Source: an optimization exercise on an open RTL-to-GDS flow (aim: small area). Production flows keep margins and buffers that such runs may drop. RTL that was checked went through simulation tests only; none was proved equivalent to the original. No functional check of the RTL was part of runs 2, 7 and 8. Power is estimated from default activity; no workload was simulated. The clock port is modelled as an ideal driver; clocking choices that lean on that would not hold on a real chip.

### design/flow/constraint.sdc
create_clock -name core_clock -period 12.0 [get_ports {clk}]
set_input_delay 2.4000 -clock core_clock [delete_from_list [all_inputs] [get_ports {clk}]]
set_output_delay 2.4000 -clock core_clock [all_outputs]
set_load 0.01 [all_outputs]
### design/flow/standard.sh
#!/bin/bash
# synth_recipe.tcl (not shown) runs the flow's synth.tcl, then flattens the netlist and writes it again
# the make line also repeats each setting of config.mk as NAME=value (left out here)
make -C /OpenROAD-flow-scripts/flow DESIGN_CONFIG=/design/flow/config.mk WORK_HOME=/design/flow/orfs CLKGATE_MAP_FILE= SYNTH_SCRIPT=/design/flow/synth_recipe.tcl "${@:-finish}"
### design/flow/flow/run.sh
#!/bin/bash
# Own layout flow: the standard flow (standard synthesis, floorplan, placement,
# routing) with a leaner clock tree: larger sink clusters driven by clkbuf_16 and no
# dummy loads, and the smallest buffer on the ports. All tool output goes to
# flow_make.log here; ORFS's per-step logs stay under orfs/logs/.
set -euo pipefail
bash standard.sh \
  "CTS_ARGS=-sink_clustering_enable -repair_clock_nets -dont_use_dummy_load -buf_list sky130_fd_sc_hd__clkbuf_8 -sink_clustering_size 24 -sink_clustering_max_diameter 50" \
  "BUFFER_PORTS_ARGS=-buffer_cell sky130_fd_sc_hd__buf_1" \
  finish > flow_make.log 2>&1
### design/flow/design.v
module motu_p2_rx (
    input  wire       clk,
    input  wire       rst,         
    input  wire [3:0] cfg_nin,     
    input  wire       in_valid,
    output reg        in_ready,
    input  wire [7:0] in_data,
    input  wire       in_sop,      
    output wire       dl_valid,
    input  wire       dl_ready,
    output wire [3:0] dl_port,
    output wire [7:0] dl_data,
    output wire       dl_last,
    output reg        rp_valid,
    output wire [1:0] rp_code,     
    output wire [7:0] rp_arg
);
    localparam [2:0] S_CLR   = 3'd0,    
                     S_WAIT  = 3'd1,
                     S_SEL   = 3'd2,
                     S_DATA  = 3'd3,
                     S_RS2   = 3'd4,    
                     S_FIXED = 3'd5,
                     S_SYSEX = 3'd6,
                     S_DLV   = 3'd7;    
    reg  [2:0] state;
    reg  [3:0] sel_port;
    reg  [6:0] len;         
    reg  [1:0] rem;         
    reg  [4:0] ph;          
    reg  [3:0] ph9;         
    reg        rp_kind;     
    reg  [7:0] b_q;         
    reg        obv;
    reg  [7:0] ob;
    reg  [7:0] mr0 [0:31];
    reg  [7:0] mr1 [0:31];
    reg  [6:0] lr  [0:8];
    wire [6:0] lr_tap = lr[8];
    wire [7:0] cur_last = (lr_tap == 7'd0) ? 8'h00 : {1'b1, ~lr_tap};
    wire [7:0] b      = in_data;
    wire       ign    = in_sop || (b == 8'hFF);
    wire       al9    = (ph9 == sel_port);
    wire       alw    = (ph == len[4:0]);             
    wire       alr    = (ph[3:0] == len[3:0]);        
    function [1:0] cls;
        input [7:0] c;
        begin
            if (c == 8'hF0)                               cls = 2'd0;
            else if (c == 8'hF5)                          cls = 2'd1;
            else if (c[7] == 1'b0 || c[6] == 1'b0 || c[7:4] == 4'hE) cls = 2'd3;
            else                                          cls = 2'd2;
        end
    endfunction
    function [1:0] slen;
        input [7:0] c;
        begin
            if (c[7:4] == 4'hC || c[7:4] == 4'hD)         slen = 2'd2;
            else if (c[7:4] != 4'hF)                      slen = 2'd3;
            else if (c == 8'hF1 || c == 8'hF2 || c == 8'hF3) slen = 2'd2;
            else                                          slen = 2'd1;
        end
    endfunction
    always @(*) begin
        case (state)
            S_WAIT, S_SEL:           in_ready = 1'b1;
            S_DATA:                  in_ready = al9 && !(in_valid && !in_sop && !b[7]);
            S_RS2, S_FIXED, S_SYSEX: in_ready = alw;
            default:                 in_ready = 1'b0;
        endcase
    end
    wire take   = in_valid && in_ready;
    wire feed   = take && !ign;
    wire start  = (state == S_DATA) && in_valid && al9 && !ign;
    wire app    = start || (feed && (state == S_RS2 || state == S_FIXED ||
                                     (state == S_SYSEX && !len[6])));
    wire [7:0] wdata = (start && !b[7]) ? cur_last : b;
    wire       wring = !start && len[5];
    wire       lwe  = start && b[7];
    wire [6:0] lins = (state == S_CLR) ? 7'd0 : (lwe ? ~b[6:0] : lr_tap);
    wire       xfer  = obv && dl_ready;
    wire       ld    = (state == S_DLV) && alr && (!obv || (dl_ready && !dl_last));
    reg  [7:0] tap;
    always @(*) begin
        case ({len[5], ph[4] ^ len[4]})
            2'd0: tap = mr0[31];
            2'd1: tap = mr0[15];
            2'd2: tap = mr1[31];
            default: tap = mr1[15];
        endcase
    end
    integer i;
    always @(posedge clk) begin
        mr0[0] <= (app && !wring) ? wdata : mr0[31];
        mr1[0] <= (app &&  wring) ? wdata : mr1[31];
        for (i = 1; i < 32; i = i + 1) begin
            mr0[i] <= mr0[i-1];
            mr1[i] <= mr1[i-1];
        end
        lr[0] <= lins;
        for (i = 1; i < 9; i = i + 1)
            lr[i] <= lr[i-1];
    end
    always @(posedge clk) begin
        if (rst) begin
            state    <= S_CLR;
            ph9      <= 4'd0;
            obv      <= 1'b0;
            rp_valid <= 1'b0;
        end else begin
            ph9      <= (ph9 == 4'd8) ? 4'd0 : ph9 + 4'd1;
            rp_valid <= 1'b0;
            case (state)
                S_CLR: if (ph9 == 4'd8) state <= S_WAIT;
                S_WAIT: if (feed && b == 8'hF5) state <= S_SEL;
                S_SEL: if (feed) begin
                    if (b >= {4'd0, cfg_nin}) begin
                        rp_valid <= 1'b1;
                        rp_kind  <= 1'b1;
                        state    <= S_WAIT;
                    end else begin
                        sel_port <= b[3:0];
                        state    <= S_DATA;
                    end
                end
                S_DATA: if (start) begin
                    len <= 7'd1;
                    if (!b[7]) begin
                        rem   <= cls(cur_last);
                        state <= S_RS2;
                    end else if (b == 8'hF5) begin
                        state <= S_SEL;
                    end else if (b == 8'hF0) begin
                        rem   <= 2'd0;
                        state <= S_SYSEX;
                    end else begin
                        rem <= slen(b);
                        if (slen(b) == 2'd1) begin
                            len   <= 7'd0;
                            state <= S_DLV;
                        end else begin
                            state <= S_FIXED;
                        end
                    end
                end
                S_RS2: if (feed) begin
                    len <= 7'd2;
                    case (rem)
                        2'd0: state <= S_SYSEX;
                        2'd1: state <= S_SEL;
                        2'd2: begin len <= 7'd0; state <= S_DLV; end
                        default: state <= S_FIXED;
                    endcase
                end
                S_FIXED: if (feed) begin
                    len <= len + 7'd1;
                    if (len[1:0] + 2'd1 == rem) begin
                        len   <= 7'd0;
                        state <= S_DLV;
                    end
                end
                S_SYSEX: if (feed) begin
                    if (len[6]) begin
                        rp_valid <= 1'b1;
                        rp_kind  <= 1'b0;
                        state    <= S_WAIT;
                    end else begin
                        len <= len + 7'd1;
                        if (b == 8'hF7) begin
                            len   <= 7'd0;
                            state <= S_DLV;
                        end
                    end
                end
                S_DLV: begin
                    if (ld) begin
                        obv <= 1'b1;
                        len <= len + 7'd1;
                    end else if (xfer) begin
                        obv <= 1'b0;
                        if (dl_last) state <= S_DATA;
                    end
                end
                default: ;
            endcase
        end
        ph   <= start ? 5'd1 : ph + 5'd1;
        b_q  <= b;
        if (ld) ob <= tap;
    end
    assign dl_valid = obv;
    assign dl_port  = sel_port;
    assign dl_data  = ob;
    assign dl_last  = (rem == 2'd0) ? (ob == 8'hF7) : (len[1:0] == rem);
    assign rp_code  = {rp_kind, !rp_kind};
    assign rp_arg   = rp_kind ? b_q : {4'd0, sel_port};
endmodule
### design/flow/config.mk
export PLATFORM = sky130hd
export DESIGN_NAME = motu_p2_rx
export DESIGN_NICKNAME = motu_p2_rx
export VERILOG_FILES = /design/flow/design.v
export SDC_FILE = /design/flow/constraint.sdc
export NUM_CORES = 4
export LEC_CHECK = 0
export CAP_MARGIN = 20
export CORE_MARGIN = 2
export CORE_UTILIZATION = 80
export PLACE_DENSITY = 0.9
export SLEW_MARGIN = 20
==> results.yml, run 1 <==
outcome:
  status: "stopped before the end"
  haltStage: "3_5_place_dp"
  stop_error: "[ERROR DPL-0033] detailed placement checks failed during check placement."
logic_synthesis:
  synth_nets: 919
  synth_cell_types: 64
  synth-edff-count: 22
  synth_top_cell_area_share: 0.816
  synth_cells: 894
  ys_seq_elements: 619
  ys_seq_area_frac: 0.862
  yosys-top-cells-area: "dfxtp_1 (82%), edfxtp_1 (4.5%), mux2_2 (1.9%)"
  synth-async-reset-ratio: 0
  synth_flop_cell: "dfxtp_1"
  synth_area_leader_cell: "dfxtp_1"
  synth.cell_area_mm2: 0.0146
  yosys_warnings: 4
  synth_area_per_cell_um2: 16.4
placement:
  portBuffers: 42
  place_congestion: 0.863
  dp_hpwl_um: 17200
floorplan:
  die_h_um: 139
  die_x_um: 139
  rows: 49
  io_pins: 43
  initial_core_util: 0.815
## stage by stage
stage | std cells | hold slack, ns | instance area [µm²] | total power, W
2_1_floorplan | 894 | 0.310 | 14600 | 0.00228
3_3_place_gp | 1154 | 0.310 | 15000 | 0.00232
## Yosys cell counts (4+ instances only)
cell type and number:
mux4_1 8, and2_1 6, nand2b_1 4, ha_1 8, nor3_1 7, a21oi_1 14
mux2_2 25, xnor2_1 12, nand3_1 9, a21o_1 4, o21ai_0 6, mux2i_1 6
nand2_1 31, edfxtp_1 22, clkbuf_1 6, inv_1 15, nor2_1 35, dfxtp_1 597
xor2_1 11
## worst min-delay path by stage
stage | start | to | slack, ns
floorplan | lr[0][0] | lr[1][0] | 0.31
global placement | mr0[16][7] | mr0[17][7] | 0.31
## power by group through the flow
stage	clock network [W]	logic [W]	registers (W)
after floorplan	0	0.000111	0.00217
after global placement	0	0.000132	0.00219
## kinds of logic after synthesis
logic type,count (synthesis),synth area share
buffers and inverters,28,0.00820
muxes,41,0.0392
xor gates and xnor gates,23,0.0138
AOI/OAI and AO/OA,53,0.0275
and+or+nand+nor,122,0.0428
adders and majority gates,8,0.00684
DFF,619,0.862
==> inputs of run 2 (changes only) <==
--- a/design/flow/design.v
+++ b/design/flow/design.v
@@ -28,5 +28,5 @@
     reg  [6:0] len;         
     reg  [1:0] rem;         
-    reg  [4:0] ph;          
+    reg  [5:0] ph;          
     reg  [3:0] ph9;         
     reg        rp_kind;     
@@ -34,6 +34,5 @@
     reg        obv;
     reg  [7:0] ob;
-    reg  [7:0] mr0 [0:31];
-    reg  [7:0] mr1 [0:31];
+    reg  [7:0] mr  [0:63];
     reg  [6:0] lr  [0:8];
     wire [6:0] lr_tap = lr[8];
@@ -42,5 +41,5 @@
     wire       ign    = in_sop || (b == 8'hFF);
     wire       al9    = (ph9 == sel_port);
-    wire       alw    = (ph == len[4:0]);             
+    wire       alw    = (ph == len[5:0]);             
     wire       alr    = (ph[3:0] == len[3:0]);        
     function [1:0] cls;
@@ -76,5 +75,4 @@
                                      (state == S_SYSEX && !len[6])));
     wire [7:0] wdata = (start && !b[7]) ? cur_last : b;
-    wire       wring = !start && len[5];
     wire       lwe  = start && b[7];
     wire [6:0] lins = (state == S_CLR) ? 7'd0 : (lwe ? ~b[6:0] : lr_tap);
@@ -83,19 +81,16 @@
     reg  [7:0] tap;
     always @(*) begin
-        case ({len[5], ph[4] ^ len[4]})
-            2'd0: tap = mr0[31];
-            2'd1: tap = mr0[15];
-            2'd2: tap = mr1[31];
-            default: tap = mr1[15];
+        case (len[5:4] - ph[5:4])
+            2'd0: tap = mr[63];
+            2'd1: tap = mr[47];
+            2'd2: tap = mr[31];
+            default: tap = mr[15];
         endcase
     end
     integer i;
     always @(posedge clk) begin
-        mr0[0] <= (app && !wring) ? wdata : mr0[31];
-        mr1[0] <= (app &&  wring) ? wdata : mr1[31];
-        for (i = 1; i < 32; i = i + 1) begin
-            mr0[i] <= mr0[i-1];
-            mr1[i] <= mr1[i-1];
-        end
+        mr[0] <= app ? wdata : mr[63];
+        for (i = 1; i < 64; i = i + 1)
+            mr[i] <= mr[i-1];
         lr[0] <= lins;
         for (i = 1; i < 9; i = i + 1)
@@ -185,5 +180,5 @@
             endcase
         end
-        ph   <= start ? 5'd1 : ph + 5'd1;
+        ph   <= start ? 6'd1 : ph + 6'd1;
         b_q  <= b;
         if (ld) ob <= tap;
--- a/design/flow/flow/run.sh
+++ b/design/flow/flow/run.sh
@@ -6,5 +6,5 @@
 set -euo pipefail
 bash standard.sh \
-  "CTS_ARGS=-sink_clustering_enable -repair_clock_nets -dont_use_dummy_load -buf_list sky130_fd_sc_hd__clkbuf_8 -sink_clustering_size 24 -sink_clustering_max_diameter 50" \
+  "CTS_ARGS=-sink_clustering_enable -repair_clock_nets -dont_use_dummy_load -buf_list sky130_fd_sc_hd__clkbuf_16 -sink_clustering_size 35 -sink_clustering_max_diameter 80" \
   "BUFFER_PORTS_ARGS=-buffer_cell sky130_fd_sc_hd__buf_1" \
   finish > flow_make.log 2>&1
--- a/design/flow/config.mk
+++ b/design/flow/config.mk
@@ -8,5 +8,5 @@
 export CAP_MARGIN = 20
 export CORE_MARGIN = 2
-export CORE_UTILIZATION = 80
-export PLACE_DENSITY = 0.9
+export CORE_UTILIZATION = 60
+export PLACE_DENSITY = 0.7
 export SLEW_MARGIN = 20
==> run 2 against run 1 <==
Now clean on timing, DRC and antenna. Area after synthesis fell by 0.50%. Synthesized cell count grew 2.1%.
==> results.yml, run 2 <==
outcome:
  status: "timing/DRC/antenna clean"
grt:
  grt_pass1_wl_um: 29700
  met2_usage: 0.216
  grt_max_degree: 36
  grt_remaining_overflow: 0
  met1_usage: 0.227
  top_usage_layer: "met1"
  met3_usage: 0.0229
  grt_pass1_vias: 5611
  grtUsageTotal: 0.146
  antenna_found_initial: 0
logic_synthesis:
  synth-edff-count: 22
  synth_common_cells: "dfxtp_1 (598), nor2_1 (43), nand2_1 (33)"
  synth_area_per_cell_um2: 16.0
  ys_seq_elements: 620
  synth.cell_area_mm2: 0.0146
  synth_flop_cell: "dfxtp_1"
  synth-async-reset-ratio: 0
  yosys_warnings: 3
  yosys.cell_count.top_type: "dfxtp_1"
  synth_nets: 939
  synth_top_cell_area_share: 0.822
  synth_cell_types: 56
  ys_seq_area_frac: 0.867
  yosys-top-cells-area: "dfxtp_1 (82%), edfxtp_1 (4.5%), nor2_1 (1.1%)"
  synth_cells: 913
  synth_area_leader_cell: "dfxtp_1"
layout:
  largest_register_ffs: 512
  regMostFlops: "mr"
  final_area_mm2: 0.0156
  n_antenna_cell: 0
  fillers: 1796
  mostFrequentLayoutCell: "dfxtp_1"
  top_regs: "mr x512, lr x63"
  stdcell_count: 1285
  area_delta_synth_final_pct: 7.28
  drive_gt1_frac: 0.0510
  nets: 989
  final_cell_mix: "dfxtp_1 (598), nor2_1 (43), buf_1 (42)"
power:
  combinationalPowerShare: 0.059
  p_per_area_mw_per_mm2: 204
  ir_drop_v: 0.000136
  pwr-share-seq: 0.669
  p_int_w: 0.00251
  p_leak_nw: 6.05
  power_switching_w: 0.000677
  p_total_w: 0.00319
  switching_share: 0.212
  pwr-share-clk: 0.272
floorplan:
  rows: 57
  dieArea_mm2: 0.0255
  die_h_um: 160
  initial_core_util: 0.604
  core_mm2: 0.0241
  io_pins: 43
  die_x_um: 160
clock_network:
  cts-root-buf: "clkbuf_16"
  holdBufCountCts: 0
  cts_setup_buffers: 0
  clk-insertion-delay-late_ns: 0.53
  clkSinkCount: 620
  tritoncts: "built"
  htree_num_levels: 1
  cts_resized: 0
  clkTransAtPathRegs_ns: 0.11
  clockBufferDepth: 3
  cts_buffers: 22
sta:
  tns_ns: 0
  hold_violations: 0
  final-max-slew-violation-count: 0
  final.setup.worst_slack_ns: 6.25
  clock_skew_ns: 0.0640
  rsz0062_at_grt: "no"
  slew_headroom: 0.441
  fin_crit_sh: 0.479
  fin_crit_ns: 5.75
  max_freq_ghz: 0.174
  setup_viol: 0
  worst_pin_slew_ns: 0.832
critical_path:
  path_cells: "buf_1, nor2_1, o21a_1, inv_1, buf_1"
  critPathCaptureType: "output port"
  crit_path_top_delay_cell: "buf_1"
  setup.worst_path.start_class: "input pin"
  path_class: "in -> out"
  crit_required_ns: 9.60
  crit_arrival_ns: 3.35
  path_max_fanout: 13
  cpPeakStageDelay_ns: 0.43
  cp_common_cell: "buf_1"
placement:
  place_inst: 1263
  dp_hpwl_um: 11600
  dp_slack_ns: 6.26
  portBuffers: 42
  place_congestion: 0.846
  placed_cell_area_mm2: 0.0151
route:
  antenna_left: 0
  drc_errors: 0
  routed-via-count: 5970
  vias_per_cell: 4.65
  drt_pass1_iterations: 5
  drt-total-wl_um: 18700
  drt_iter0_markers: 487
  drt-wirelength-per-cell_um: 14.5
min_path:
  hp-class: "reg -> reg"
job:
  maxCapViolCount: 0
## run 2: worst max-delay path, delay by kind of cell
family | cells | cell delay (ns)
and+or+nand+nor | 1 | 0.11
AOI/OAI and AO/OA | 1 | 0.20
buffers and inverters | 3 | 0.63
## run 2: cell families (layout without fill, tap and decap cells)
group | count (synthesis) | count (layout) | synth area share
buffers and inverters | 33 | 81 | 0.00928
muxes | 22 | 22 | 0.0232
adders and majority gates | 9 | 9 | 0.00773
AOI/OAI and AO/OA | 61 | 61 | 0.0273
and+or+nand+nor | 143 | 143 | 0.0501
xor gates and xnor gates | 25 | 25 | 0.0150
DFF | 620 | 620 | 0.867
## run 2: worst paths after layout
| path | start | to | slack (ns) | cells after the start |
|---|---|---|---|---|
| min reg2reg | mr[23][6] | mr[24][6] | 0.25 | 0 |
| max | in_data[7] | in_ready | 6.25 | 5 |
| max reg2reg | state[1] | sel_port[0] | 8.92 | 6 |
| min | mr[23][6] | mr[24][6] | 0.25 | 0 |
## run 2: layer usage
layer  up-vias  wire (µm)
li1       3039          -
met1      2801       9720
met2        98       7820
met3        32        766
met4         0        361
met5         -          0
## run 2: stage by stage
step | hold slack, ns | util
after floorplan | 0.310 | -
after global placement | 0.310 | 0.625
after detailed placement | 0.312 | 0.625
after CTS | 0.248 | 0.648
after global routing | 0.240 | 0.648
final | 0.249 | 0.648
## run 2: layout make-up
class / count / area, µm² / area share
sequential: 620 / 12600 / 0.809
timing repair buffer: 44 / 173 / 0.0111
clock buffer: 22 / 551 / 0.0352
multi-input combinational: 260 / 1810 / 0.116
tap: 324 / 405 / 0.0259
inverter: 15 / 56.3 / 0.00360
## run 2: power by group through the flow
stage / Sequential [W] / Clock (W) / Combinational [W]
global route: 0.00214 / 0.000960 / 0.000206
CTS: 0.00213 / 0.000891 / 0.000189
detailed placement: 0.00218 / 0 / 0.000189
global placement: 0.00218 / 0 / 0.000186
floorplan: 0.00215 / 0 / 0.000153
finish: 0.00213 / 0.000867 / 0.000188
==> inputs of run 3 (changes only) <==
--- a/design/flow/design.v
+++ b/design/flow/design.v
@@ -31,5 +31,4 @@
     reg  [3:0] ph9;         
     reg        rp_kind;     
-    reg  [7:0] b_q;         
     reg        obv;
     reg  [7:0] ob;
@@ -72,5 +71,5 @@
     wire feed   = take && !ign;
     wire start  = (state == S_DATA) && in_valid && al9 && !ign;
-    wire app    = start || (feed && (state == S_RS2 || state == S_FIXED ||
+    wire app    = start || (feed && (state == S_RS2 || state == S_FIXED || state == S_SEL ||
                                      (state == S_SYSEX && !len[6])));
     wire [7:0] wdata = (start && !b[7]) ? cur_last : b;
@@ -181,5 +180,4 @@
         end
         ph   <= start ? 6'd1 : ph + 6'd1;
-        b_q  <= b;
         if (ld) ob <= tap;
     end
@@ -189,4 +187,4 @@
     assign dl_last  = (rem == 2'd0) ? (ob == 8'hF7) : (len[1:0] == rem);
     assign rp_code  = {rp_kind, !rp_kind};
-    assign rp_arg   = rp_kind ? b_q : {4'd0, sel_port};
+    assign rp_arg   = rp_kind ? mr[0] : {4'd0, sel_port};
 endmodule
--- a/design/flow/config.mk
+++ b/design/flow/config.mk
@@ -8,5 +8,5 @@
 export CAP_MARGIN = 20
 export CORE_MARGIN = 2
-export CORE_UTILIZATION = 60
-export PLACE_DENSITY = 0.7
+export CORE_UTILIZATION = 70
+export PLACE_DENSITY = 0.8
 export SLEW_MARGIN = 20
==> run 3 against run 2 <==
Non-clock buffer count fell by 1. Register-to-register slack got worse by 0.24 ns. Still clean on timing, DRC and antenna. Synthesized cell count shrank 0.88%. Sequential power fell by 3%.
==> results.yml, run 3 <==
outcome:
  status: "timing/DRC/antenna clean"
placement:
  place_congestion: 0.882
  place_inst: 1201
  portBuffers: 42
  dp_hpwl_um: 12900
floorplan:
  rows: 52
  core_mm2: 0.0203
  initial_core_util: 0.714
  die_h_um: 148
  dieArea_mm2: 0.0219
  io_pins: 43
  die_x_um: 148
logic_synthesis:
  yosys-top-cells-area: "dfxtp_1 (81%), edfxtp_1 (4.6%), nor2_1 (1.4%)"
  synth_cells: 905
  yosys.cell_count.top_type: "dfxtp_1"
  synth_area_per_cell_um2: 16.0
  synth_area_leader_cell: "dfxtp_1"
  synth_flop_cell: "dfxtp_1"
  synth_cell_types: 67
  synth_top_cell_area_share: 0.815
  ys_seq_elements: 612
  yosys_warnings: 3
  synth.cell_area_mm2: 0.0145
  synth-edff-count: 22
  synth_nets: 931
  synth_common_cells: "dfxtp_1 (590), nor2_1 (54), nand2_1 (28)"
  synth-async-reset-ratio: 0
  ys_seq_area_frac: 0.860
sta:
  worst_pin_slew_ns: 0.987
  slew_headroom: 0.339
  setup_viol: 0
  fin_crit_sh: 0.507
  max_freq_ghz: 0.164
  rsz0062_at_grt: "no"
  clock_skew_ns: 0.0372
  tns_ns: 0
  hold_violations: 0
  fin_crit_ns: 6.09
  final-max-slew-violation-count: 0
grt:
  grt_max_degree: 36
  grt_pass1_wl_um: 32500
  antenna_found_initial: 0
  grt_pass1_vias: 5985
  grtUsageTotal: 0.194
  grt_remaining_overflow: 0
layout:
  top_regs: "mr x512, lr x63, ob x8"
  stdcell_count: 1222
  fillers: 1238
  nets: 980
  largest_register_ffs: 512
  area_delta_synth_final_pct: 6.39
  mostFrequentLayoutCell: "dfxtp_1"
  regArea_mm2: 0.0125
  regMostFlops: "mr"
  final_cell_mix: "dfxtp_1 (590), nor2_1 (54), buf_1 (42)"
  n_antenna_cell: 0
  drive_gt1_frac: 0.0452
  multiInputGateArea_mm2: 0.00188
power:
  power_switching_w: 0.000572
  p_per_area_mw_per_mm2: 192
  pwr-share-clk: 0.286
  p_leak_nw: 5.98
  p_int_w: 0.00239
  ir_drop_v: 0.000149
  switching_share: 0.193
  combinationalPowerShare: 0.021
  p_total_w: 0.00297
  pwr-share-seq: 0.693
clock_network:
  cts_resized: 0
  clkTransAtPathRegs_ns: 0.11
  clkSinkCount: 612
  clk-insertion-delay-late_ns: 0.54
  clockBufferDepth: 3
  cts_setup_buffers: 0
  cts-root-buf: "clkbuf_16"
  cts_buffers: 21
  tritoncts: "built"
  htree_num_levels: 1
  holdBufCountCts: 0
route:
  routed-via-count: 6089
  drt-wirelength-per-cell_um: 17.1
  antenna_left: 0
  drt_pass1_iterations: 5
  vias_per_cell: 4.98
  drc_errors: 0
  drt_iter0_markers: 377
  drt-total-wl_um: 20900
critical_path:
  critPathCaptureType: "output port"
  setup.worst_path.start_class: "input pin"
  path_cells: "buf_1, o2111ai_2, o211ai_1, buf_1"
  path_class: "in -> out"
  critPathTopFamily: "buffers and inverters"
  path_buf_inv: 2
  cpPeakStageDelay_ns: 0.52
  cp_common_cell: "buf_1"
  path_max_fanout: 13
  crit_path_top_delay_cell: "buf_1"
  crit_arrival_ns: 3.69
  crit_required_ns: 9.60
min_path:
  hp-class: "reg -> reg"
job:
  maxCapViolCount: 0
[run 3: metrics by stage]
stage	setup slack (ns)	cell area, µm²	utilization	hold WS [ns]
after CTS	5.91	15400	0.760	0.310
after global placement	5.99	14900	0.734	0.310
after detailed placement	5.93	14900	0.734	0.312
after floorplan	6.49	14500	-	0.310
after global routing	5.77	15400	0.760	0.309
final	5.91	15400	0.760	0.310
[run 3: worst register-to-register path, stage by stage, from the launching register on]
cell      delay, ns
edfxtp_1       0.41
inv_1          0.10
ha_1           0.67
nand2_1        0.10
a21oi_1        0.19
nand3b_1       0.28
a21boi_4       0.28
o21ai_1        0.08
a221o_1        0.36
a21oi_1        0.49
[run 3: cell families after synthesis]
logic type | after synthesis | share of synthesized area
AOI/OAI and AO/OA | 66 | 0.0342
buffers and inverters | 30 | 0.0104
DFF | 612 | 0.860
and+or+nand+nor | 142 | 0.0486
muxes | 22 | 0.0245
xor gates and xnor gates | 24 | 0.0145
adders and majority gates | 9 | 0.00777
[run 3: path summary, 6_finish.rpt]
path / slack (ns) / cells past startpoint / startpoint / end
worst max register to register: 8.68 / 9 / len[4] / len[0]
worst max-delay path: 5.91 / 4 / in_data[7] / in_ready
worst min register to register: 0.31 / 0 / mr[32][0] / mr[33][0]
worst min-delay path: 0.31 / 0 / mr[32][0] / mr[33][0]
[run 3: layer usage]
metal | vias to the layer above | routed length [µm] | track usage
met5 | - | 0 | 0
met4 | 0 | 444 | 0.0524
met3 | 31 | 1070 | 0.0299
met2 | 180 | 9300 | 0.302
met1 | 2846 | 10100 | 0.290
li1 | 3032 | - | -
[run 3: cell type report]
| cell class | instances | share of cell area |
|---|---|---|
| timing repair buffer | 43 | 0.0107 |
| tap | 270 | 0.0219 |
| multi-input combinational | 263 | 0.122 |
| clock buffer | 21 | 0.0341 |
| sequential | 612 | 0.808 |
| inverter | 13 | 0.00316 |
[run 3: power groups by stage]
stage                     Combinational, W  Sequential (W)  Clock (W)
after detailed placement         0.0000617         0.00210          0
after CTS                        0.0000642         0.00206   0.000868
final                            0.0000628         0.00206   0.000848
after global placement           0.0000589         0.00210          0
after global routing             0.0000681         0.00206   0.000931
after floorplan                  0.0000407         0.00210          0
==> inputs of run 4 (changes only) <==
--- a/design/flow/config.mk
+++ b/design/flow/config.mk
@@ -8,5 +8,5 @@
 export CAP_MARGIN = 20
 export CORE_MARGIN = 2
-export CORE_UTILIZATION = 70
-export PLACE_DENSITY = 0.8
+export CORE_UTILIZATION = 60
+export PLACE_DENSITY = 0.7
 export SLEW_MARGIN = 20
==> run 4 against run 3 <==
Via count is 2.2% lower. Critical path depth unchanged. First-iteration DRC count grew 2.4%. Global-route usage down 3.9 points. Synthesized cell count unchanged. Non-clock buffer count decreased by 1. Sequential share of layout area down 0.32 points. Clock skew about the same. Combinational power is 4.9% lower. Count of clock-buffer cells in the layout unchanged. Area after synthesis is the same. Largest cell class unchanged.
==> results.yml, run 4 <==
floorplan:
  core_mm2: 0.0236
  rows: 56
  die_h_um: 159
  initial_core_util: 0.614
  io_pins: 43
  dieArea_mm2: 0.0254
  die_x_um: 159
critical_path:
  path_cells: "buf_1, o2111ai_2, o211ai_1, buf_1"
  cp.depth: 4
  ff2ff_path_depth: 9
  cpPeakStageDelay_ns: 0.50
  crit_required_ns: 9.60
  cp_common_cell: "buf_1"
  path_class: "in -> out"
  setup.worst_path.start_class: "input pin"
  crit_path_top_delay_cell: "buf_1"
  path_buf_inv: 2
  critPathCaptureType: "output port"
  crit_arrival_ns: 3.68
  path_max_fanout: 13
  critPathTopFamily: "buffers and inverters"
sta:
  setup_viol: 0
  final-max-slew-violation-count: 0
  slew_headroom: 0.347
  rsz0062_at_grt: "no"
  fin_crit_sh: 0.506
  max_freq_ghz: 0.165
  worst_pin_slew_ns: 0.975
  hold_violations: 0
  fin_crit_ns: 6.08
  clock_skew_ns: 0.0375
  tns_ns: 0
grt:
  grtUsageTotal: 0.154
  grt_pass1_wl_um: 31100
  antenna_found_initial: 0
  grt_pass1_vias: 5835
  grt_max_degree: 36
  grt_remaining_overflow: 0
clock_network:
  htree_num_levels: 1
  cts_setup_buffers: 0
  clkTransAtPathRegs_ns: 0.12
  holdBufCountCts: 0
  cts_resized: 0
  tritoncts: "built"
  clkSinkCount: 612
  cts-root-buf: "clkbuf_16"
  clockBufferDepth: 3
  clk-insertion-delay-late_ns: 0.55
  cts_buffers: 21
layout:
  top_regs: "mr x512, lr x63, ob x8"
  area_delta_synth_final_pct: 6.82
  regMostFlops: "mr"
  n_antenna_cell: 0
  nets: 979
  final_util: 0.656
  final_cell_mix: "dfxtp_1 (590), nor2_1 (54), buf_1 (42)"
  largest_register_ffs: 512
  mostFrequentLayoutCell: "dfxtp_1"
  drive_gt1_frac: 0.0452
logic_synthesis:
  synth_area_leader_cell: "dfxtp_1"
  ys_seq_area_frac: 0.860
  synth.cell_area_mm2: 0.0145
  synth_cells: 905
  synth-async-reset-ratio: 0
  yosys.cell_count.top_type: "dfxtp_1"
  ys_seq_elements: 612
  synth_area_per_cell_um2: 16.0
  yosys-top-cells-area: "dfxtp_1 (81%), edfxtp_1 (4.6%), nor2_1 (1.4%)"
  synth_nets: 931
  synth_flop_cell: "dfxtp_1"
  yosys_warnings: 3
  synth_common_cells: "dfxtp_1 (590), nor2_1 (54), nand2_1 (28)"
  synth-edff-count: 22
  synth_cell_types: 67
  synth_top_cell_area_share: 0.815
outcome:
  status: "timing/DRC/antenna clean"
route:
  drt_pass1_iterations: 4
  drt_iter0_markers: 386
  drc_errors: 0
  routed-via-count: 5953
  vias_per_cell: 4.69
  drt-total-wl_um: 19500
  antenna_left: 0
  drt-wirelength-per-cell_um: 15.3
job:
  maxCapViolCount: 0
placement:
  place_congestion: 0.815
  dp_hpwl_um: 12300
  portBuffers: 42
power:
  ir_drop_v: 0.000143
  p_per_area_mw_per_mm2: 191
  p_leak_nw: 5.98
min_path:
  hp-class: "reg -> reg"
  worstHoldPathCells: 0
[run 4: area by class of cell]
class,count,area [µm²]
Clock buffer,21,526
Inverter,13,48.8
Fill cell,1711,8120
Tap cell,319,399
Timing Repair Buffer,42,158
Sequential cell,612,12500
Multi-Input combinational cell,263,1890
[run 4: per-stage QoR]
step           cell area (µm²)  power (W)  setup WS, ns  hold slack [ns]  cells
2_1_floorplan            14500    0.00214          6.49            0.310    905
3_3_place_gp             15000    0.00216          5.98            0.310   1249
3_5_place_dp             15000    0.00216          5.94            0.312   1249
4_1_cts                  15500    0.00299          5.93            0.314   1270
5_1_grt                  15500    0.00306          5.81            0.317   1270
6_report                 15500    0.00296          5.92            0.307   1270
[run 4: path summary, 6_finish.rpt]
kind,startpoint,to,slack [ns]
setup / recovery,in_data[7],in_ready,5.92
hold / removal,mr[54][4],mr[55][4],0.31
hold reg to reg,mr[54][4],mr[55][4],0.31
setup reg to reg,len[4],len[2],8.77
[run 4: layer usage]
metal  global-route usage  share of wire
met1                0.238           0.52
met4               0.0351          0.020
met2                0.228           0.41
met5                    0              0
met3               0.0305          0.046
[run 4: cells by family (layout without fill, tap and decap cells)]
kind of cell / count (synthesis) / in the layout / share of synthesized area
adder cells (fa/ha/maj): 9 / 9 / 0.00777
AND/OR/NAND/NOR: 142 / 142 / 0.0486
multiplexers: 22 / 22 / 0.0245
buffers and inverters: 30 / 76 / 0.0104
XOR/XNOR: 24 / 24 / 0.0145
AO/OA/AOI/OAI: 66 / 66 / 0.0342
flip-flops: 612 / 612 / 0.860
[run 4: report_power, final]
part           leakage (nW)  switching [W]  total [W]  internal (W)
Clock                 0.259       0.000525   0.000844      0.000319
Sequential             4.93     0.00000723    0.00205       0.00205
Combinational         0.787      0.0000331  0.0000597     0.0000265
Total                  5.98       0.000565    0.00296       0.00239
==> inputs of run 5 (changes only) <==
--- a/design/flow/flow/run.sh
+++ b/design/flow/flow/run.sh
@@ -6,5 +6,5 @@
 set -euo pipefail
 bash standard.sh \
-  "CTS_ARGS=-sink_clustering_enable -repair_clock_nets -dont_use_dummy_load -buf_list sky130_fd_sc_hd__clkbuf_16 -sink_clustering_size 35 -sink_clustering_max_diameter 80" \
+  "CTS_ARGS=-sink_clustering_enable -repair_clock_nets -dont_use_dummy_load -buf_list {sky130_fd_sc_hd__clkbuf_8 sky130_fd_sc_hd__clkbuf_16} -sink_clustering_size 28 -sink_clustering_max_diameter 70" \
   "BUFFER_PORTS_ARGS=-buffer_cell sky130_fd_sc_hd__buf_1" \
   finish > flow_make.log 2>&1
==> run 5 against run 4 <==
Sequential power about the same. Final area increased by 0.81%. Routed wire length increased by 2.7%. Area after synthesis unchanged. Still clean.
==> results.yml, run 5 <==
sta:
  worst_pin_slew_ns: 1.01
  clock_skew_ns: 0.0690
  fin_crit_sh: 0.506
  final-max-slew-violation-count: 0
  hold_violations: 0
  fin_crit_ns: 6.07
  setup_viol: 0
  max_freq_ghz: 0.165
  tns_ns: 0
  rsz0062_at_grt: "no"
  whs_ns: 0.268
  slew_headroom: 0.323
logic_synthesis:
  synth_area_per_cell_um2: 16.0
  yosys.cell_count.top_type: "dfxtp_1"
  synth_common_cells: "dfxtp_1 (590), nor2_1 (54), nand2_1 (28)"
  synth-async-reset-ratio: 0
  ys_seq_area_frac: 0.860
  yosys-top-cells-area: "dfxtp_1 (81%), edfxtp_1 (4.6%), nor2_1 (1.4%)"
  synth-edff-count: 22
  synth_top_cell_area_share: 0.815
  yosys_warnings: 3
  synth_cells: 905
  synth_cell_types: 67
  synth_flop_cell: "dfxtp_1"
  synth_nets: 931
  ys_seq_elements: 612
  synth_area_leader_cell: "dfxtp_1"
  synth.cell_area_mm2: 0.0145
floorplan:
  rows: 56
  initial_core_util: 0.614
  io_pins: 43
  core_mm2: 0.0236
  die_x_um: 159
  dieArea_mm2: 0.0254
  die_h_um: 159
min_path:
  min_from: "mr[4][7]"
  hp-class: "reg -> reg"
critical_path:
  crit_arrival_ns: 3.67
  critPathCaptureType: "output port"
  r2r-start: "len[4]"
  setup.worst_path.start_class: "input pin"
  path_max_fanout: 13
  crit_required_ns: 9.60
  path_class: "in -> out"
  critPathLaunch: "in_data[7]"
layout:
  n_antenna_cell: 0
  nets: 984
  top_regs: "mr x512, lr x63, ob x8"
  final_cell_mix: "dfxtp_1 (590), nor2_1 (54), buf_1 (42)"
  drive_gt1_frac: 0.0502
  regMostFlops: "mr"
  final_area_mm2: 0.0156
  largest_register_ffs: 512
  area_delta_synth_final_pct: 7.68
  mostFrequentLayoutCell: "dfxtp_1"
route:
  routed-via-count: 5981
  antenna_left: 0
  drt_pass1_iterations: 4
  drc_errors: 0
  vias_per_cell: 4.69
  drt-total-wl_um: 20000
  drt_iter0_markers: 368
  drt-wirelength-per-cell_um: 15.7
clock_network:
  cts_resized: 0
  cts_buffers: 26
  clkSinkCount: 612
  cts-root-buf: "clkbuf_16"
  clkTransAtPathRegs_ns: 0.10
  htree_num_levels: 1
  clockBufferDepth: 3
  tritoncts: "built"
  holdBufCountCts: 0
  cts_setup_buffers: 0
  clk-insertion-delay-late_ns: 0.57
grt:
  grt_pass1_wl_um: 32100
  grt_max_degree: 29
  grt_pass1_vias: 5946
  antenna_found_initial: 1
  grt_remaining_overflow: 0
  grtUsageTotal: 0.160
power:
  p_total_w: 0.00305
  ir_drop_v: 0.000147
  p_per_area_mw_per_mm2: 196
  p_leak_nw: 6.04
placement:
  place_congestion: 0.815
  dp_hpwl_um: 12300
  placed_cell_area_mm2: 0.0150
  portBuffers: 42
job:
  maxCapViolCount: 0
outcome:
  status: "timing/DRC/antenna clean"
## run 5: path summary, 6_finish.rpt
path / end / slack (ns) / cells after the start
max: in_ready / 5.93 / 4
min: mr[5][7] / 0.27 / 0
max reg2reg: len[2] / 8.81 / 9
min reg2reg: mr[5][7] / 0.27 / 0
## run 5: routing by layer
metal	wire, µm	vias to the layer above	global-route usage
met4	370	0	0.0393
met1	10300	2827	0.244
li1	-	3036	-
met3	864	30	0.0310
met5	0	-	0
met2	8440	88	0.238
## run 5: cell families (layout without fill, tap and decap cells)
| kind of cell | after synthesis | after routing | synth area share |
|---|---|---|---|
| adder cells (fa/ha/maj) | 9 | 9 | 0.00777 |
| buffers and inverters | 30 | 81 | 0.0104 |
| AND/OR/NAND/NOR | 142 | 142 | 0.0486 |
| AO/OA/AOI/OAI | 66 | 66 | 0.0342 |
| flip-flops | 612 | 612 | 0.860 |
| XOR/XNOR | 24 | 24 | 0.0145 |
| multiplexers | 22 | 22 | 0.0245 |
## run 5: area by class of cell
cell class | instances | area, µm²
multi-input cells | 263 | 1890
repair buffers | 42 | 158
fillers | 1702 | 8000
flip-flops and latches | 612 | 12500
well taps | 319 | 399
clock buffers | 26 | 651
inverters | 13 | 48.8
## run 5: worst max-delay path, stage by stage
cell and delay [ns]:
buf_1 0.49, o2111ai_2 0.29, o211ai_1 0.27, buf_1 0.21
## run 5: power by group
| group | switching [W] | total, W | internal, W |
|---|---|---|---|
| sequential | 0.00000769 | 0.00205 | 0.00205 |
| clock | 0.000549 | 0.000938 | 0.000389 |
| combinational | 0.0000335 | 0.0000600 | 0.0000265 |
| total | 0.000591 | 0.00305 | 0.00246 |
## run 5: per-stage QoR
stage	utilization	setup WS, ns	cells
2_1_floorplan	-	6.49	905
3_3_place_gp	0.634	5.98	1249
3_5_place_dp	0.634	5.94	1249
4_1_cts	0.661	5.93	1275
5_1_grt	0.661	5.81	1275
6_report	0.661	5.93	1275
==> inputs of run 6 (changes only) <==
--- a/design/flow/flow/run.sh
+++ b/design/flow/flow/run.sh
@@ -6,5 +6,5 @@
 set -euo pipefail
 bash standard.sh \
-  "CTS_ARGS=-sink_clustering_enable -repair_clock_nets -dont_use_dummy_load -buf_list {sky130_fd_sc_hd__clkbuf_8 sky130_fd_sc_hd__clkbuf_16} -sink_clustering_size 28 -sink_clustering_max_diameter 70" \
+  "CTS_ARGS=-sink_clustering_enable -repair_clock_nets -dont_use_dummy_load -buf_list sky130_fd_sc_hd__clkbuf_16 -sink_clustering_size 38 -sink_clustering_max_diameter 45" \
   "BUFFER_PORTS_ARGS=-buffer_cell sky130_fd_sc_hd__buf_1" \
   finish > flow_make.log 2>&1
--- a/design/flow/config.mk
+++ b/design/flow/config.mk
@@ -8,5 +8,5 @@
 export CAP_MARGIN = 20
 export CORE_MARGIN = 2
-export CORE_UTILIZATION = 60
-export PLACE_DENSITY = 0.7
+export CORE_UTILIZATION = 70
+export PLACE_DENSITY = 0.9
 export SLEW_MARGIN = 20
==> run 6 against run 5 <==
Clock skew is 0.0017 ns lower. Critical endpoint unchanged. Core utilization is 12 points higher. First-iteration DRC count is 43% higher. Largest cell class unchanged. Power is 6.2% higher. Synthesized cell count stayed put.
==> results.yml, run 6 <==
grt:
  grt_remaining_overflow: 0
  grt_pass1_vias: 6657
  grtUsageTotal: 0.221
  grt_pass1_wl_um: 36400
  grt_max_degree: 31
  antenna_found_initial: 1
power:
  p_leak_nw: 6.16
  ir_drop_v: 0.000167
  p_total_w: 0.00324
  p_per_area_mw_per_mm2: 205
logic_synthesis:
  synth_common_cells: "dfxtp_1 (590), nor2_1 (54), nand2_1 (28)"
  synth_nets: 931
  synth.cell_area_mm2: 0.0145
  synth-edff-count: 22
  yosys-top-cells-area: "dfxtp_1 (81%), edfxtp_1 (4.6%), nor2_1 (1.4%)"
  yosys.cell_count.top_type: "dfxtp_1"
  synth_area_leader_cell: "dfxtp_1"
  ys_seq_area_frac: 0.860
  synth_flop_cell: "dfxtp_1"
  synth_area_per_cell_um2: 16.0
  synth_cells: 905
  synth_cell_types: 67
  ys_seq_elements: 612
  synth-async-reset-ratio: 0
  yosys_warnings: 3
  synth_top_cell_area_share: 0.815
clock_network:
  clkTransAtPathRegs_ns: 0.09
  tritoncts: "built"
  clkSinkCount: 612
  holdBufCountCts: 0
  clk-insertion-delay-late_ns: 0.54
  clockBufferDepth: 3
  cts-root-buf: "clkbuf_16"
  cts_setup_buffers: 0
  cts_resized: 0
  htree_num_levels: 2
  cts_buffers: 36
layout:
  n_antenna_cell: 0
  final_cell_mix: "dfxtp_1 (590), nor2_1 (54), buf_1 (42)"
  final_area_mm2: 0.0158
  mostFrequentLayoutCell: "dfxtp_1"
  largest_register_ffs: 512
  nets: 995
  area_delta_synth_final_pct: 8.98
  fillers: 1138
  drive_gt1_frac: 0.0600
  top_regs: "mr x512, lr x63, ob x8"
  regMostFlops: "mr"
sta:
  max_freq_ghz: 0.164
  clock_skew_ns: 0.0673
  worst_pin_slew_ns: 1.02
  rsz0062_at_grt: "no"
  tns_ns: 0
  slew_headroom: 0.317
  setup_viol: 0
  hold_violations: 0
  fin_crit_sh: 0.508
  fin_crit_ns: 6.09
  final-max-slew-violation-count: 0
critical_path:
  critPathTopFamily: "buffers and inverters"
  crit_arrival_ns: 3.69
  crit_required_ns: 9.60
  path_max_fanout: 13
  path_buf_inv: 2
  crit_path_top_delay_cell: "buf_1"
  path_class: "in -> out"
  cp_common_cell: "buf_1"
  setup.worst_path.start_class: "input pin"
  path_cells: "buf_1, o2111ai_2, o211ai_1, buf_1"
  cpPeakStageDelay_ns: 0.48
  critPathCaptureType: "output port"
floorplan:
  die_x_um: 148
  rows: 52
  die_h_um: 148
  io_pins: 43
  dieArea_mm2: 0.0219
  core_mm2: 0.0203
  initial_core_util: 0.714
job:
  maxCapViolCount: 0
route:
  drt-wirelength-per-cell_um: 19.0
  routed-via-count: 6417
  vias_per_cell: 5.19
  antenna_left: 0
  drt_iter0_markers: 528
  drt_pass1_iterations: 5
  drt-total-wl_um: 23500
  drc_errors: 0
placement:
  portBuffers: 42
  place_congestion: 0.835
  dp_hpwl_um: 13500
  placed_cell_area_mm2: 0.0149
min_path:
  hp-class: "reg -> reg"
outcome:
  status: "timing/DRC/antenna clean"
-- run 6: cell types whose count changed in the layout (fill, tap and decap cells not counted) --
cell       before  now
xnor2_2         1    0
clkbuf_16      26   36
buf_4           0    1
xnor2_1        15   16
-- run 6: stage by stage --
| stage | instances | setup WS (ns) | util | hold slack (ns) |
|---|---|---|---|---|
| detailed placement | 1201 | 5.96 | 0.734 | 0.312 |
| floorplan | 905 | 6.49 | - | 0.310 |
| CTS | 1237 | 5.96 | 0.778 | 0.297 |
| global route | 1237 | 5.81 | 0.778 | 0.297 |
| finish | 1237 | 5.91 | 0.778 | 0.297 |
| global placement | 1201 | 5.98 | 0.734 | 0.310 |
-- run 6: power by group --
part	internal, W	switching [W]	leakage, nW
registers	0.00205	0.00000834	4.93
clock network	0.000535	0.000587	0.444
logic	0.0000276	0.0000364	0.786
-- run 6: layout make-up --
cell class,instances,area [µm²],share of cell area
inverter,13,48.8,0.00309
timing repair buffer,43,165,0.0105
clock buffer,36,901,0.0570
multi-input combinational,263,1880,0.119
sequential,612,12500,0.789
tap,270,338,0.0214
-- run 6: cells by family after synthesis --
kind of cell / count (synthesis) / synth area share
DFF: 612 / 0.860
adders and majority gates: 9 / 0.00777
AOI/OAI and AO/OA: 66 / 0.0342
and+or+nand+nor: 142 / 0.0486
buffers and inverters: 30 / 0.0104
xor gates and xnor gates: 24 / 0.0145
muxes: 22 / 0.0245
-- run 6: worst paths after layout --
path | start | to | slack, ns | cells after the start
max reg2reg | len[4] | len[4] | 8.61 | 9
min | mr[56][6] | mr[57][6] | 0.30 | 0
max | in_data[7] | in_ready | 5.91 | 4
min reg2reg | mr[56][6] | mr[57][6] | 0.30 | 0
-- run 6: worst reg2reg max path, stage by stage, from the launching register on --
cell and delay [ns]:
edfxtp_1 0.43, inv_1 0.11, ha_1 0.67, nand2_1 0.14, a21oi_1 0.15, nand3b_1 0.24, a21boi_4 0.29, o21ai_1 0.10
a221o_1 0.39, a21oi_1 0.51
-- run 6: metal layers --
metal,GRT usage,vias up,share of wire
met5,0,-,0
met4,0.0943,0,0.031
met3,0.0364,63,0.059
met2,0.357,231,0.47
met1,0.302,3057,0.44
li1,-,3066,-
==> inputs of run 7 (changes only) <==
--- a/design/flow/design.v
+++ b/design/flow/design.v
@@ -28,10 +28,14 @@
     reg  [6:0] len;         
     reg  [1:0] rem;         
-    reg  [5:0] ph;          
+    reg  [3:0] ph;          
     reg  [3:0] ph9;         
     reg        rp_kind;     
+    reg  [7:0] b_q;         
     reg        obv;
     reg  [7:0] ob;
-    reg  [7:0] mr  [0:63];
+    reg  [7:0] mr0 [0:15];
+    reg  [7:0] mr1 [0:15];
+    reg  [7:0] mr2 [0:15];
+    reg  [7:0] mr3 [0:15];
     reg  [6:0] lr  [0:8];
     wire [6:0] lr_tap = lr[8];
@@ -40,6 +44,5 @@
     wire       ign    = in_sop || (b == 8'hFF);
     wire       al9    = (ph9 == sel_port);
-    wire       alw    = (ph == len[5:0]);             
-    wire       alr    = (ph[3:0] == len[3:0]);        
+    wire       al16   = (ph == len[3:0]);    
     function [1:0] cls;
         input [7:0] c;
@@ -64,5 +67,5 @@
             S_WAIT, S_SEL:           in_ready = 1'b1;
             S_DATA:                  in_ready = al9 && !(in_valid && !in_sop && !b[7]);
-            S_RS2, S_FIXED, S_SYSEX: in_ready = alw;
+            S_RS2, S_FIXED, S_SYSEX: in_ready = al16;
             default:                 in_ready = 1'b0;
         endcase
@@ -71,25 +74,33 @@
     wire feed   = take && !ign;
     wire start  = (state == S_DATA) && in_valid && al9 && !ign;
-    wire app    = start || (feed && (state == S_RS2 || state == S_FIXED || state == S_SEL ||
+    wire app    = start || (feed && (state == S_RS2 || state == S_FIXED ||
                                      (state == S_SYSEX && !len[6])));
     wire [7:0] wdata = (start && !b[7]) ? cur_last : b;
+    wire [1:0] wring = start ? 2'd0 : len[5:4];
     wire       lwe  = start && b[7];
     wire [6:0] lins = (state == S_CLR) ? 7'd0 : (lwe ? ~b[6:0] : lr_tap);
     wire       xfer  = obv && dl_ready;
-    wire       ld    = (state == S_DLV) && alr && (!obv || (dl_ready && !dl_last));
+    wire       ld    = (state == S_DLV) && al16 && (!obv || (dl_ready && !dl_last));
     reg  [7:0] tap;
     always @(*) begin
-        case (len[5:4] - ph[5:4])
-            2'd0: tap = mr[63];
-            2'd1: tap = mr[47];
-            2'd2: tap = mr[31];
-            default: tap = mr[15];
+        case (len[5:4])
+            2'd0: tap = mr0[15];
+            2'd1: tap = mr1[15];
+            2'd2: tap = mr2[15];
+            default: tap = mr3[15];
         endcase
     end
     integer i;
     always @(posedge clk) begin
-        mr[0] <= app ? wdata : mr[63];
-        for (i = 1; i < 64; i = i + 1)
-            mr[i] <= mr[i-1];
+        mr0[0] <= (app && wring == 2'd0) ? wdata : mr0[15];
+        mr1[0] <= (app && wring == 2'd1) ? wdata : mr1[15];
+        mr2[0] <= (app && wring == 2'd2) ? wdata : mr2[15];
+        mr3[0] <= (app && wring == 2'd3) ? wdata : mr3[15];
+        for (i = 1; i < 16; i = i + 1) begin
+            mr0[i] <= mr0[i-1];
+            mr1[i] <= mr1[i-1];
+            mr2[i] <= mr2[i-1];
+            mr3[i] <= mr3[i-1];
+        end
         lr[0] <= lins;
         for (i = 1; i < 9; i = i + 1)
@@ -179,5 +190,6 @@
             endcase
         end
-        ph   <= start ? 6'd1 : ph + 6'd1;
+        ph   <= start ? 4'd1 : ph + 4'd1;
+        b_q  <= b;
         if (ld) ob <= tap;
     end
@@ -187,4 +199,4 @@
     assign dl_last  = (rem == 2'd0) ? (ob == 8'hF7) : (len[1:0] == rem);
     assign rp_code  = {rp_kind, !rp_kind};
-    assign rp_arg   = rp_kind ? mr[0] : {4'd0, sel_port};
+    assign rp_arg   = rp_kind ? b_q : {4'd0, sel_port};
 endmodule
==> design/flow/run.sh (new file) <==
#!/bin/bash
# synth_recipe.tcl (not shown) runs the flow's synth.tcl, then flattens the netlist and writes it again
# the make line also repeats each setting of config.mk as NAME=value (left out here)
make -C /OpenROAD-flow-scripts/flow DESIGN_CONFIG=/design/flow/config.mk WORK_HOME=/design/flow/orfs CLKGATE_MAP_FILE= SYNTH_SCRIPT=/design/flow/synth_recipe.tcl finish
--- a/design/flow/config.mk
+++ b/design/flow/config.mk
@@ -8,5 +8,6 @@
 export CAP_MARGIN = 20
 export CORE_MARGIN = 2
-export CORE_UTILIZATION = 70
-export PLACE_DENSITY = 0.9
+export CORE_UTILIZATION = 30
+export CTS_BUF_LIST = sky130_fd_sc_hd__clkbuf_4
+export PLACE_DENSITY = 0.4
 export SLEW_MARGIN = 20
removed: design/flow/flow/run.sh
removed: design/flow/standard.sh
==> run 7 against run 6 <==
Still clean. Combinational power grew 19%. Routed wire length rose by 7.8%. Critical path depth grew 2. Area after synthesis up 3.8%. Sequential cell count grew 6. Clock skew down 0.016 ns. Synthesized cell count up 5.2%. Register-to-register slack better by 0.27 ns. Final area up 14%. Cell count rose by 54%. Sequential power about the same. Via count grew 15%. Critical endpoint unchanged.
==> results.yml, run 7 <==
outcome:
  status: "timing/DRC/antenna clean"
clock_network:
  clk-insertion-delay-late_ns: 0.90
  clkSinkCount: 618
  cts_buffers: 153
  clockBufferDepth: 3
  cts_resized: 0
  cts-root-buf: "clkbuf_4"
  clkTransAtPathRegs_ns: 0.06
  htree_num_levels: 4
  holdBufCountCts: 0
  cts_setup_buffers: 0
  tritoncts: "built"
logic_synthesis:
  yosys-top-cells-area: "dfxtp_1 (79%), edfxtp_1 (4.4%), mux2_1 (1.3%)"
  synth_cells: 952
  synth_fa_ha_area_frac: 0.00665
  synth_cell_types: 77
  synth_area_leader_cell: "dfxtp_1"
  synth.cell_area_mm2: 0.0150
  ys_seq_elements: 618
  synth_flop_cell: "dfxtp_1"
  synth_area_per_cell_um2: 15.8
  synth-async-reset-ratio: 0
  synth_common_cells: "dfxtp_1 (596), nor2_1 (34), nand2_1 (33)"
  synth_mux_area_frac: 0.0343
  ys_seq_area_frac: 0.837
  yosys_warnings: 6
  synth_nets: 977
  synth_compound_area_frac: 0.0439
  yosys.area_share.simple: 0.0523
  synth-edff-count: 22
  yosys.cell_count.top_type: "dfxtp_1"
  synth_top_family_by_area: "simple AND/OR/NAND/NOR gates"
  synthXorXnorAreaFrac: 0.0116
  synth_top_cell_area_share: 0.793
critical_path:
  crit_arrival_ns: 4.41
  ff2ff_path_depth: 4
  r2r-start: "sel_port[1]"
  r2r_setup_slack_ns: 8.88
  cp_common_cell: "clkdlybuf4s50_1"
  cpPeakStageDelay_ns: 0.56
  critPathTopFamily: "buffers and inverters"
  path_buf_inv: 2
  critPathCaptureType: "output port"
  path_class: "in -> out"
  path_max_fanout: 4
  crit_required_ns: 9.60
  worstReg2RegEnd: "len[0]"
  setup.worst_path.start_class: "input pin"
  critPathLaunch: "in_sop"
  crit_path_top_delay_cell: "clkdlybuf4s50_1"
  path_cells: "clkdlybuf4s50_1, nand2b_1, or2_2, a31o_2, and2_1, clkdlybuf4s50_1"
grt:
  grt_pass1_wl_um: 40500
  grtUsageTotal: 0.104
  antenna_found_initial: 1
  grt_max_degree: 24
  grt_pass1_vias: 7486
  grt_remaining_overflow: 0
floorplan:
  die_h_um: 228
  rows: 82
  dieArea_mm2: 0.0520
  core_mm2: 0.0499
  initial_core_util: 0.302
  die_x_um: 228
  io_pins: 43
route:
  drt-total-wl_um: 25400
  drt_pass1_iterations: 4
  drt-wirelength-per-cell_um: 13.3
  drt_iter0_markers: 365
  routed-via-count: 7382
  antenna_left: 0
  vias_per_cell: 3.88
  drc_errors: 0
sta:
  fin_crit_ns: 6.81
  slew_headroom: 0.323
  clock_skew_ns: 0.0511
  fin_crit_sh: 0.568
  max_freq_ghz: 0.147
  hold_violations: 0
  final-max-slew-violation-count: 0
  final.setup.worst_slack_ns: 5.19
  rsz0062_at_grt: "no"
  setup_viol: 0
  worst_pin_slew_ns: 1.01
  tns_ns: 0
placement:
  portBuffers: 42
  dp_hpwl_um: 15300
  place_congestion: 0.814
  place_inst: 1642
  dp_slack_ns: 5.17
layout:
  drive_gt1_frac: 0.226
  stdcell_count: 1903
  area_delta_synth_final_pct: 20.2
  final_cell_mix: "dfxtp_1 (596), clkbuf_4 (213), clkdlybuf4s50_1 (42)"
  mostFrequentLayoutCell: "dfxtp_1"
  nets: 1150
  fillers: 4891
min_path:
  min_from: "mr0[4][0]"
  hp-class: "reg -> reg"
  worstHoldPathCells: 0
  min_to: "mr0[5][0]"
power:
  pwr-share-clk: 0.434
  combinationalPowerShare: 0.020
  pwr-share-seq: 0.546
  power_switching_w: 0.000823
  switching_share: 0.216
  p_per_area_mw_per_mm2: 211
  p_int_w: 0.00299
  p_leak_nw: 7.21
  ir_drop_v: 0.0000891
job:
  maxCapViolCount: 0
-- run 7: how the worst max path moves through the flow --
stage	cells after the start	endpoint	slack [ns]
final	6	in_ready	5.19
after global routing	6	in_ready	5.10
after CTS	6	in_ready	5.17
after detailed placement	6	in_ready	5.17
after global placement	6	in_ready	5.19
after floorplan	5	in_ready	6.19
-- run 7: layout make-up --
type,instances,area [µm²],share of cell area
sequential,618,12600,0.696
multi-input combinational,289,2240,0.124
clock buffer,213,1600,0.0884
tap,672,841,0.0465
timing repair buffer,46,450,0.0249
clock inverter,47,294,0.0163
inverter,17,63.8,0.00353
antenna,1,2.50,0.000138
-- run 7: metal layers --
metal	vias to the layer above	wire length, µm	global-route usage
met4	0	801	0.0660
li1	3658	-	-
met3	58	1620	0.0520
met1	3480	12100	0.128
met5	-	0	0
met2	186	10800	0.143
-- run 7: power groups by stage --
stage	combinational [W]	clock, W	sequential [W]
after detailed placement	0.0000763	0	0.00213
after global placement	0.0000760	0	0.00213
after CTS	0.0000765	0.00175	0.00208
after global routing	0.0000842	0.00185	0.00208
after floorplan	0.0000548	0	0.00212
final	0.0000760	0.00165	0.00208
-- run 7: cells by family after synthesis --
group / after synthesis
DFF: 618
adders and majority gates: 8
and+or+nand+nor: 141
muxes: 38
buffers and inverters: 45
xor gates and xnor gates: 20
AOI/OAI and AO/OA: 82
-- run 7: through the flow --
stage,cell area (µm²),util,hold slack [ns],power [W]
after floorplan,15000,-,0.310,0.00218
after global placement,16200,0.325,0.310,0.00220
after detailed placement,16200,0.325,0.312,0.00220
after CTS,18100,0.363,0.273,0.00391
after global routing,18100,0.363,0.288,0.00402
final,18100,0.363,0.293,0.00381
==> inputs of run 8 (changes only) <==
--- a/design/flow/config.mk
+++ b/design/flow/config.mk
@@ -8,6 +8,7 @@
 export CAP_MARGIN = 20
 export CORE_MARGIN = 2
-export CORE_UTILIZATION = 30
-export CTS_BUF_LIST = sky130_fd_sc_hd__clkbuf_4
-export PLACE_DENSITY = 0.4
+export CORE_UTILIZATION = 60
+export CTS_BUF_LIST = sky130_fd_sc_hd__clkbuf_8
+export CTS_CLUSTER_SIZE = 30
+export PLACE_DENSITY = 0.7
 export SLEW_MARGIN = 20
==> run 8 against run 7 <==
Clock skew decreased by 0.018 ns. Critical path depth decreased by 1. Still clean on timing, DRC and antenna. Cell count decreased by 24%. Highest routed layer unchanged. Clock power decreased by 3%. Register-to-register slack improved by 0.08 ns. Setup slack got worse by 0.39 ns. Power decreased by 1.5%.
==> results.yml, run 8 <==
outcome:
  status: "timing/DRC/antenna clean"
power:
  p_per_area_mw_per_mm2: 214
  pwr-share-seq: 0.555
  switching_share: 0.214
  power_switching_w: 0.000803
  p_int_w: 0.00295
  pwr-share-clk: 0.426
  ir_drop_v: 0.000141
  p_leak_nw: 7.13
  combinationalPowerShare: 0.020
clock_network:
  clk-insertion-delay-late_ns: 0.62
  cts_buffers: 86
  cts-root-buf: "clkbuf_8"
  cts_setup_buffers: 0
  holdBufCountCts: 0
  htree_num_levels: 3
  cts_resized: 0
  tritoncts: "built"
  clockBufferDepth: 3
  clkTransAtPathRegs_ns: 0.07
  clkSinkCount: 618
grt:
  grt_pass1_wl_um: 36800
  grtUsageTotal: 0.183
  grt_pass1_vias: 7051
  grt_remaining_overflow: 0
  antenna_found_initial: 0
  grt_max_degree: 24
placement:
  dp_hpwl_um: 13800
  placed_cell_area_mm2: 0.0157
  place_congestion: 0.862
  portBuffers: 42
  place_inst: 1292
layout:
  nets: 1081
  final_cell_mix: "dfxtp_1 (596), clkbuf_8 (104), inv_1 (46)"
  regArea_mm2: 0.0126
  mostFrequentLayoutCell: "dfxtp_1"
  n_antenna_cell: 0
  drive_gt1_frac: 0.157
  area_delta_synth_final_pct: 16.5
  stdcell_count: 1452
  multiInputGateArea_mm2: 0.00224
  fillers: 1582
  final_area_mm2: 0.0175
route:
  drt_pass1_iterations: 4
  routed-via-count: 6976
  vias_per_cell: 4.80
  antenna_left: 0
  drt_iter0_markers: 429
  drt-total-wl_um: 22900
  drt-wirelength-per-cell_um: 15.8
  drc_errors: 0
critical_path:
  worstReg2RegEnd: "len[5]"
  critPathTopFamily: "buffers and inverters"
  cp.depth: 5
  crit_required_ns: 9.60
  critPathCaptureType: "output port"
  path_buf_inv: 2
  cpPeakStageDelay_ns: 0.85
  path_class: "in -> out"
  path_max_fanout: 23
  setup.worst_path.start_class: "input pin"
  critPathLaunch: "in_data[7]"
  path_cells: "clkdlybuf4s50_1, or2_2, a31o_2, and2_1, clkdlybuf4s50_1"
  ff2ff_path_depth: 4
  crit_arrival_ns: 4.80
  cp_common_cell: "clkdlybuf4s50_1"
  crit_end: "in_ready"
  r2r-start: "sel_port[1]"
  r2r_setup_slack_ns: 8.96
  crit_path_top_delay_cell: "clkdlybuf4s50_1"
logic_synthesis:
  yosys.cell_count.top_type: "dfxtp_1"
  synth-async-reset-ratio: 0
  synthXorXnorAreaFrac: 0.0116
  synth_top_family_by_area: "simple AND/OR/NAND/NOR gates"
  synth_compound_area_frac: 0.0439
  yosys.area_share.simple: 0.0523
  synth_nets: 977
  synth_flop_cell: "dfxtp_1"
  yosys_warnings: 6
  synth_area_leader_cell: "dfxtp_1"
  synth.cell_area_mm2: 0.0150
  synth-edff-count: 22
  synth_cell_types: 77
  synth_cells: 952
  ys_seq_area_frac: 0.837
  yosys-top-cells-area: "dfxtp_1 (79%), edfxtp_1 (4.4%), mux2_1 (1.3%)"
  synth_area_per_cell_um2: 15.8
  ys_seq_elements: 618
  synth_common_cells: "dfxtp_1 (596), nor2_1 (34), nand2_1 (33)"
  synth_mux_area_frac: 0.0343
  synth_fa_ha_area_frac: 0.00665
  synth_top_cell_area_share: 0.793
sta:
  setup_viol: 0
  final-max-slew-violation-count: 0
  hold_violations: 0
  worst_pin_slew_ns: 1.06
  rsz0062_at_grt: "no"
  whs_ns: 0.294
  fin_crit_sh: 0.600
  tns_ns: 0
  max_freq_ghz: 0.139
  fin_crit_ns: 7.20
  slew_headroom: 0.289
  clock_skew_ns: 0.0334
floorplan:
  core_mm2: 0.0245
  die_h_um: 162
  rows: 57
  die_x_um: 162
  initial_core_util: 0.615
  dieArea_mm2: 0.0264
  io_pins: 43
min_path:
  hp-class: "reg -> reg"
job:
  maxCapViolCount: 0
==> run 8: stage by stage <==
step                      power (W)  utilization  setup WS [ns]
after floorplan             0.00218            -           6.19
final                       0.00375        0.717           4.80
after global placement      0.00220        0.643           4.83
after CTS                   0.00380        0.717           4.82
after detailed placement    0.00220        0.643           4.81
after global routing        0.00390        0.717           4.73
==> run 8: layout make-up <==
type | count | share of cell area
Inverter | 17 | 0.00364
Timing Repair Buffer | 44 | 0.0248
Clock buffer | 104 | 0.0816
Sequential cell | 618 | 0.718
Tap cell | 324 | 0.0231
Clock inverter | 56 | 0.0207
Multi-Input combinational cell | 289 | 0.128
==> run 8: cell families (layout without fill, tap and decap cells) <==
family,count (synthesis),count (layout)
multiplexers,38,38
AO/OA/AOI/OAI,82,82
AND/OR/NAND/NOR,141,141
flip-flops,618,618
adder cells (fa/ha/maj),8,8
XOR/XNOR,20,20
buffers and inverters,45,221
==> run 8: worst min-delay path by stage <==
stage,start,end,slack (ns),cells after the start
2_1_floorplan,lr[0][0],lr[1][0],0.31,0
6_report,mr0[4][3],mr0[5][3],0.29,0
3_3_place_gp,mr1[0][3],mr1[1][3],0.31,0
4_1_cts,mr0[4][3],mr0[5][3],0.28,0
5_1_grt,mr0[4][3],mr0[5][3],0.30,0
3_5_place_dp,mr3[1][1],mr3[2][1],0.31,0
==> run 8: power by group through the flow <==
stage | combinational (W) | clock, W | sequential (W)
2_1_floorplan | 0.0000548 | 0 | 0.00212
3_5_place_dp | 0.0000731 | 0 | 0.00213
5_1_grt | 0.0000809 | 0.00174 | 0.00208
4_1_cts | 0.0000734 | 0.00164 | 0.00208
3_3_place_gp | 0.0000724 | 0 | 0.00213
6_report | 0.0000739 | 0.00160 | 0.00208
==> run 8: per-layer routing <==
layer / global-route usage / vias up / routed length [µm] / part of all wire
met5: 0 / - / 0 / 0
met4: 0.0925 / 0 / 711 / 0.031
met3: 0.0446 / 56 / 937 / 0.041
met2: 0.276 / 161 / 10300 / 0.45
met1: 0.249 / 3337 / 11000 / 0.48
li1: - / 3422 / - / -

-- afterwards: timing with drivers on the ports --
Ports are ideal in the flow. The routed layouts listed here were re-timed in OpenROAD. Step 1: set_driving_cell puts a clkbuf_16 on clk and a buf_2 on each other input, an assumption about the parent block. Step 2 adds t to the input delays and takes it off the output delays; t is the mean of the earliest and latest rising clock arrival at the registers after step 1. Input paths then give back, and output paths get back, about the clock's delay inside the block. Three values: ideal ports, drivers, drivers and shift; two values: the first two.
run	shift t [ns]	slack for setup (ns)	hold slack, ns
run 2	0.552	6.253 / 6.226 / 6.226	0.249 / 0.249 / 0.249
run 3	0.571	5.912 / 5.887 / 5.887	0.310 / 0.310 / 0.310
run 4	0.572	5.923 / 5.888 / 5.888	0.307 / 0.307 / 0.307
run 5	0.581	5.933 / 5.899 / 5.899	0.268 / 0.268 / 0.268
run 6	0.558	5.910 / 5.874 / 5.874	0.297 / 0.297 / 0.297
run 7	0.906	5.188 / 5.166 / 5.166	0.293 / 0.293 / 0.293
run 8	0.647	4.798 / 4.764 / 4.764	0.294 / 0.294 / 0.294
After both steps every run listed still meets setup and hold. The setup slack of run 6, which loses most, moves by -0.036 ns with the drivers and by -0.036 ns with both steps.
